Context: an optimization exercise on an open-source flow, tuned for small area, a short achievable clock period and few clock cycles per item. The choices shown serve that exercise and are no tape-out recipe. In this exercise RTL edits were held to simulation tests only and were not proved equivalent to the original.

==> run A: inputs <==
## pbkdf2_sha256
module pbkdf2_sha256 (
    input  wire         clk,
    input  wire         rst,           
    input  wire         in_valid,
    output wire         in_ready,
    input  wire [511:0] pw,
    input  wire [6:0]   pw_len,        
    input  wire [127:0] salt,
    output wire         out_valid,
    input  wire         out_ready,
    output wire [255:0] dk
);
    localparam [13:0] ITER = 14'd10000;
    localparam [1:0] T_IPAD  = 2'd0,
                     T_OPAD  = 2'd1,
                     T_INNER = 2'd2,
                     T_OUTER = 2'd3;
    localparam [31:0] K0    = 32'h428a2f98;
    localparam [31:0] PAD_X = 32'h6a6a6a6a;    
    function [31:0] h0w;
        input [2:0] i;
        case (i)
            3'd0: h0w = 32'h6a09e667;
            3'd1: h0w = 32'hbb67ae85;
            3'd2: h0w = 32'h3c6ef372;
            3'd3: h0w = 32'ha54ff53a;
            3'd4: h0w = 32'h510e527f;
            3'd5: h0w = 32'h9b05688c;
            3'd6: h0w = 32'h1f83d9ab;
            default: h0w = 32'h5be0cd19;
        endcase
    endfunction
    function [31:0] rotr;
        input [31:0] x;
        input integer n;
        rotr = (x >> n) | (x << (32 - n));
    endfunction
    reg         idle, run, done;
    reg  [5:0]  t;
    reg  [1:0]  ctype;         
    reg  [1:0]  ptype;         
    reg         sonly;         
    reg         sw;            
    reg         fin;           
    reg  [13:0] iter;          
    reg  [31:0] a, b, c, d, e, f, g, h, kw;
    reg  [31:0] w  [0:15];     
    reg  [31:0] r1 [0:7];      
    reg  [31:0] r2 [0:7];      
    reg  [31:0] ac [0:7];      
    reg        at61;           
    reg        bound;          
    reg        send;           
    reg        rinit;          
    wire [2:0] p     = t[2:0];
  ...
clock: 15.0 ns
lec_check: 0
cap_margin: 20
core_margin: 2
core_utilization: 55
cts_cluster_diameter: 80
cts_cluster_size: 20
slew_margin: 70
synth_hierarchical: 1
synth_minimum_keep_size: 0
run.sh (not shown) runs the stock make flow with config.mk's settings and CLKGATE_MAP_FILE= SYNTH_SCRIPT=/design/flow/synth_recipe.tcl, a recipe that flattens the netlist after the stock synthesis.
==> inputs of run Y, as changes to run A <==
--- a/flow/design.v
+++ b/flow/design.v
@@ -304,87 +304,55 @@
     reg  [31:0] ac [0:7];      
     reg        at61;           
     reg        bound;          
     reg        send;           
     reg        rinit;          
     wire [2:0] p     = t[2:0];
-    reg  [7:0] poh;            
-    reg  [5:0] tk;             
     wire       xfer  = in_valid & idle;
     wire       hmac  = ctype[1];                 
     wire       pad_c = ~ptype[1];                
     assign in_ready  = idle;
     assign out_valid = done;
     assign dk        = {ac[0], ac[1], ac[2], ac[3], ac[4], ac[5], ac[6], ac[7]};
-    wire [511:0] pwx = pw ^ {64{8'h36}};
-    reg  [6:0]   lenr;
-    wire [31:0]  pwx0;
+    wire [511:0] pwx;
     genvar gn;
     generate
-        for (gn = 0; gn < 4; gn = gn + 1) begin : g_pw0
-            assign pwx0[31 - 8*gn -: 8] = (pw_len > gn) ? pwx[511 - 8*gn -: 8] : 8'h36;
+        for (gn = 0; gn < 64; gn = gn + 1) begin : g_pw
+            wire keep = (pw_len > gn);
+            assign pwx[511 - 8*gn -: 8] = (pw[511 - 8*gn -: 8] & {8{keep}}) ^ 8'h36;
         end
     endgenerate
     wire [31:0] an, en;
     sha256_round u_round (
         .a(a), .b(b), .c(c), .d(d), .e(e), .f(f), .g(g), .h(h), .kw(kw),
         .an(an), .en(en)
     );
     wire swap = run & (((t[5:3] == 3'd0) & hmac & ~sonly) | fin);
-    wire        corr_on = bound | (sw & ~poh[6] & ~poh[7]);
-    wire        corr_4  = sw & poh[2];
+    wire        corr_on = bound | (sw & (p < 3'd6));
+    wire        corr_4  = sw & (p == 3'd2);
     wire        cpad    = (bound | at61) ? ~ctype[1] : pad_c;
     reg  [31:0] h0p2;                          
-    integer q;
     always @(*) begin
-        h0p2 = 32'd0;
-        for (q = 0; q < 8; q = q + 1)
-            h0p2 = h0p2 | ({32{poh[q]}} & h0w(q + 2));
+        case (p)
+            3'd0: h0p2 = h0w(3'd2);
+            3'd1: h0p2 = h0w(3'd3);
+            3'd2: h0p2 = h0w(3'd4);
+            3'd3: h0p2 = h0w(3'd5);
+            3'd4: h0p2 = h0w(3'd6);
+            3'd5: h0p2 = h0w(3'd7);
+            3'd6: h0p2 = h0w(3'd0);
+            default: h0p2 = h0w(3'd1);
+        endcase
     end
     wire [31:0] corr_y  = at61 ? (cpad ? h0w(3'd0) : r2[3]) :
                           ~corr_on ? 32'd0 : cpad ? h0p2 : r2[2];
     wire [31:0] corr_z  = ~corr_4  ? 32'd0 : cpad ? ~h0w(3'd0) : ~r1[6];
-    wire [31:0] w1_s, w1_c, w1_in;
-    sha256_csa u_w1c (.x(bound ? a : w[2]), .y(corr_y), .z(corr_z), .s(w1_s), .c(w1_c));
-    sha256_add u_w1a (.x(w1_s), .y({w1_c[31:1], corr_4}), .s(w1_in));
-    reg  [3:0]  km0, km1, km9, km14;
-    wire [6:0]  len_n  = idle ? pw_len : lenr;
-    wire [6:0]  t_n    = idle ? 7'd0 : ({1'b0, t} + 7'd1);
-    wire        ipad_n = idle | (run & ~sonly & (ctype == T_IPAD));
-    function [3:0] keep4;                  
-        input [6:0] j;
-        input [6:0] len;
-        input       on;
-        integer b;
-        for (b = 0; b < 4; b = b + 1)
-            keep4[3 - b] = ~on | (j > 7'd15) | ({j[4:0], 2'b00} + b < len);
-    endfunction
-    always @(posedge clk) begin
-        lenr <= len_n;
-        km0  <= keep4(t_n,          len_n, ipad_n);
-        km1  <= keep4(t_n + 7'd1,   len_n, ipad_n);
-        km9  <= keep4(t_n + 7'd9,   len_n, ipad_n);
-        km14 <= keep4(t_n + 7'd14,  len_n, ipad_n);
-    end
-    function [31:0] kmask;                 
-        input [31:0] x;
-        input [3:0]  k;
-        integer b;
-        for (b = 0; b < 4; b = b + 1)
-            kmask[31 - 8*b -: 8] = (x[31 - 8*b -: 8] & {8{k[3 - b]}}) | (8'h36 & {8{~k[3 - b]}});
-    endfunction
-    wire [31:0] wm0  = kmask(w[0],  km0);
-    wire [31:0] wm1  = kmask(w[1],  km1);
-    wire [31:0] wm9  = kmask(w[9],  km9);
-    wire [31:0] wm14 = kmask(w[14], km14);
-    wire [31:0] ss0   = rotr(wm1, 7) ^ rotr(wm1, 18) ^ (wm1 >> 3);
-    wire [31:0] ss1   = rotr(wm14, 17) ^ rotr(wm14, 19) ^ (wm14 >> 10);
-    wire [31:0] wn1s, wn1c, wn2s, wn2c, wnext;
-    sha256_csa u_wn1 (.x(wm0), .y(wm9), .z(ss0), .s(wn1s), .c(wn1c));
-    sha256_csa u_wn2 (.x(wn1s), .y(wn1c), .z(ss1), .s(wn2s), .c(wn2c));
-    sha256_add u_wna (.x(wn2s), .y(wn2c), .s(wnext));
+    wire [31:0] w1_in   = (bound ? a : w[2]) + corr_y + corr_z + {31'd0, corr_4};
+    wire [31:0] ss0   = rotr(w[1], 7) ^ rotr(w[1], 18) ^ (w[1] >> 3);
+    wire [31:0] ss1   = rotr(w[14], 17) ^ rotr(w[14], 19) ^ (w[14] >> 10);
+    wire [31:0] wnext = ss1 + w[9] + ss0 + w[0];
     reg [31:0] inj;
     always @(*) begin
         inj = 32'd0;
         if (sonly) begin
             case (ctype)
                 T_OPAD:  inj = r2[0] ^ PAD_X;                       
@@ -400,30 +368,29 @@
                                (p == 3'd7) ? 32'd768 : 32'd0;
             endcase
         end
     end
     wire [31:0] w15_in = (t[5:3] == 3'd7) ? inj : wnext;
     wire [31:0] k_next;
-    sha256_k u_k (.t(tk), .k(k_next));
-    wire [31:0] kw_y  = rinit ? r1[0] : wm1;
-    wire [31:0] kw_in;
-    sha256_add u_kwa (.x(k_next), .y(kw_y), .s(kw_in));
+    sha256_k u_k (.t(t), .k(k_next));
+    wire [31:0] kw_y  = rinit ? r1[0] : w[1];
+    wire [31:0] kw_in = k_next + kw_y;
     wire cap_1  = run & ~sonly & (ctype == T_IPAD) & (t[5:3] == 3'd0);
     wire cap_2  = run & ~sonly & (ctype == T_IPAD) & (t[5:3] == 3'd1);
     wire r1_in  = cap_1 | (sw & (ptype == T_IPAD));
     wire r2_in  = cap_2 | (sw & (ptype == T_OPAD));
     wire acc_in = sw & (ptype == T_OUTER);
     wire first  = (iter == 14'd1);
     integer i;
     always @(posedge clk) begin
         for (i = 0; i < 7; i = i + 1) begin
             r1[i] <= r1[i + 1];
             r2[i] <= r2[i + 1];
         end
-        r1[7] <= swap ? r2[0] : r1_in ? wm0 : r1[0];
-        r2[7] <= swap ? r1[0] : r2_in ? wm0 : r2[0];
+        r1[7] <= swap ? r2[0] : r1_in ? w[0] : r1[0];
+        r2[7] <= swap ? r1[0] : r2_in ? w[0] : r2[0];
     end
     always @(posedge clk) begin
         if (idle) begin
             ac[0] <= salt[127:96];
             ac[1] <= salt[95:64];
             ac[2] <= salt[63:32];
@@ -437,13 +404,13 @@
     always @(posedge clk) begin
         if (idle) begin
             for (i = 0; i < 16; i = i + 1)
                 w[i] <= pwx[511 - 32*i -: 32];
             a  <= h0w(3'd0); b <= h0w(3'd1); c <= h0w(3'd2); d <= h0w(3'd3);
             e  <= h0w(3'd4); f <= h0w(3'd5); g <= h0w(3'd6);
-            h  <= pwx0;
+            h  <= pwx[511 -: 32];
             kw <= h0w(3'd7) + K0;
         end else begin
             w[0] <= w[1];
             w[1] <= w1_in;
             for (i = 2; i < 15; i = i + 1)
                 w[i] <= w[i + 1];
@@ -486,40 +453,34 @@
     always @(posedge clk) begin
         at61  <= run & ~sonly & (t == 6'd60);
         bound <= run & ~sonly & (t == 6'd62);
         send  <= run & sonly & (t == 6'd62);
         rinit <= run & ~sonly & (t == 6'd62) & hmac &
                  ~((ctype == T_OUTER) & (iter == ITER - 14'd1));
-        if (idle)
-            poh <= 8'd1;
-        else if (run)
-            poh <= {poh[6:0], poh[7]};
         if (idle) begin
             t     <= 6'd0;
-            tk    <= 6'd0;
             ctype <= T_IPAD;
             sonly <= 1'b0;
             sw    <= 1'b0;
             fin   <= 1'b0;
             iter  <= 14'd0;
         end else if (run) begin
-            t  <= t + 6'd1;
-            tk <= tk + 6'd1;
+            t <= t + 6'd1;
             if (sw & (p == 3'd7))
                 sw <= 1'b0;
             if (bound) begin
                 ptype <= ctype;
                 sw    <= 1'b1;
                 case (ctype)
-                    T_IPAD: begin ctype <= T_OPAD;  sonly <= 1'b1; t <= 6'd56; tk <= 6'd56; end
-                    T_OPAD: begin ctype <= T_INNER; sonly <= 1'b1; t <= 6'd56; tk <= 6'd56; end
+                    T_IPAD: begin ctype <= T_OPAD;  sonly <= 1'b1; t <= 6'd56; end
+                    T_OPAD: begin ctype <= T_INNER; sonly <= 1'b1; t <= 6'd56; end
                     T_INNER: ctype <= T_OUTER;
                     default: begin
                         iter <= iter + 1'b1;
                         if (iter == ITER - 14'd1) begin
-                            fin <= 1'b1; sonly <= 1'b1; t <= 6'd56; tk <= 6'd56;
+                            fin <= 1'b1; sonly <= 1'b1; t <= 6'd56;
                         end else
                             ctype <= T_INNER;
                     end
                 endcase
             end
             if (send)
CTS_CLUSTER_DIAMETER = default   (was 80)
CTS_CLUSTER_SIZE = default   (was 20)
SLEW_MARGIN = 20   (was 70)
==> run summary <==
Run Y passed the timing, design-rule and antenna checks. Run A passed the timing, design-rule and antenna checks.
Worst hold slack is about the same in run A and run Y.
Count of clock-buffer cells in the layout: run Y is higher than run A (87).
Of run A and run Y, run A has the higher clock skew (gap 19 ps).
Against run A, the sequential share of layout area of run Y is lower by 0.32 points.
Against run Y, the maximum frequency of run A is higher by 15%.
In run A the first-iteration DRC count is larger than in run Y, by about 24%.
In run A the core utilization is higher than in run Y, by 0.13 points.
In run Y the sequential cell count is lower than in run A, by 37.
Testbench counts of run A, summed over its fixed seeds: cycles 15,361,848, derives 12.
Testbench counts of run Y, summed over its fixed seeds: cycles 15,361,848, derives 12.

==> port drivers added, routing unchanged <==
Ports are ideal in the flow. The routed layouts listed here were re-timed in OpenROAD. Step 1 assumes that a clkbuf_16 drives the clock port and a buf_2 every other input. Step 2 also shifts input and output timing later by t, the mid clock arrival at the registers, as if the neighbouring blocks saw the same clock. Three values: ideal, step 1, step 2; two values: the first two.
run	t, ns	setup slack, ns	worst setup path after step 2	slew at the worst register clock pin (ns)	worst data-port slew with drivers (ns)
run A	0.851	9.252 / 9.252 / 9.252	register to register	0.10 / 0.10	0.49
run Y	0.886	8.370 / 8.370 / 8.185	input to register	0.07 / 0.07	0.13
After both steps setup and hold are still met in every run listed. The setup slack of run Y, which loses most, moves by 0.000 ns with the drivers and by -0.185 ns with both steps.
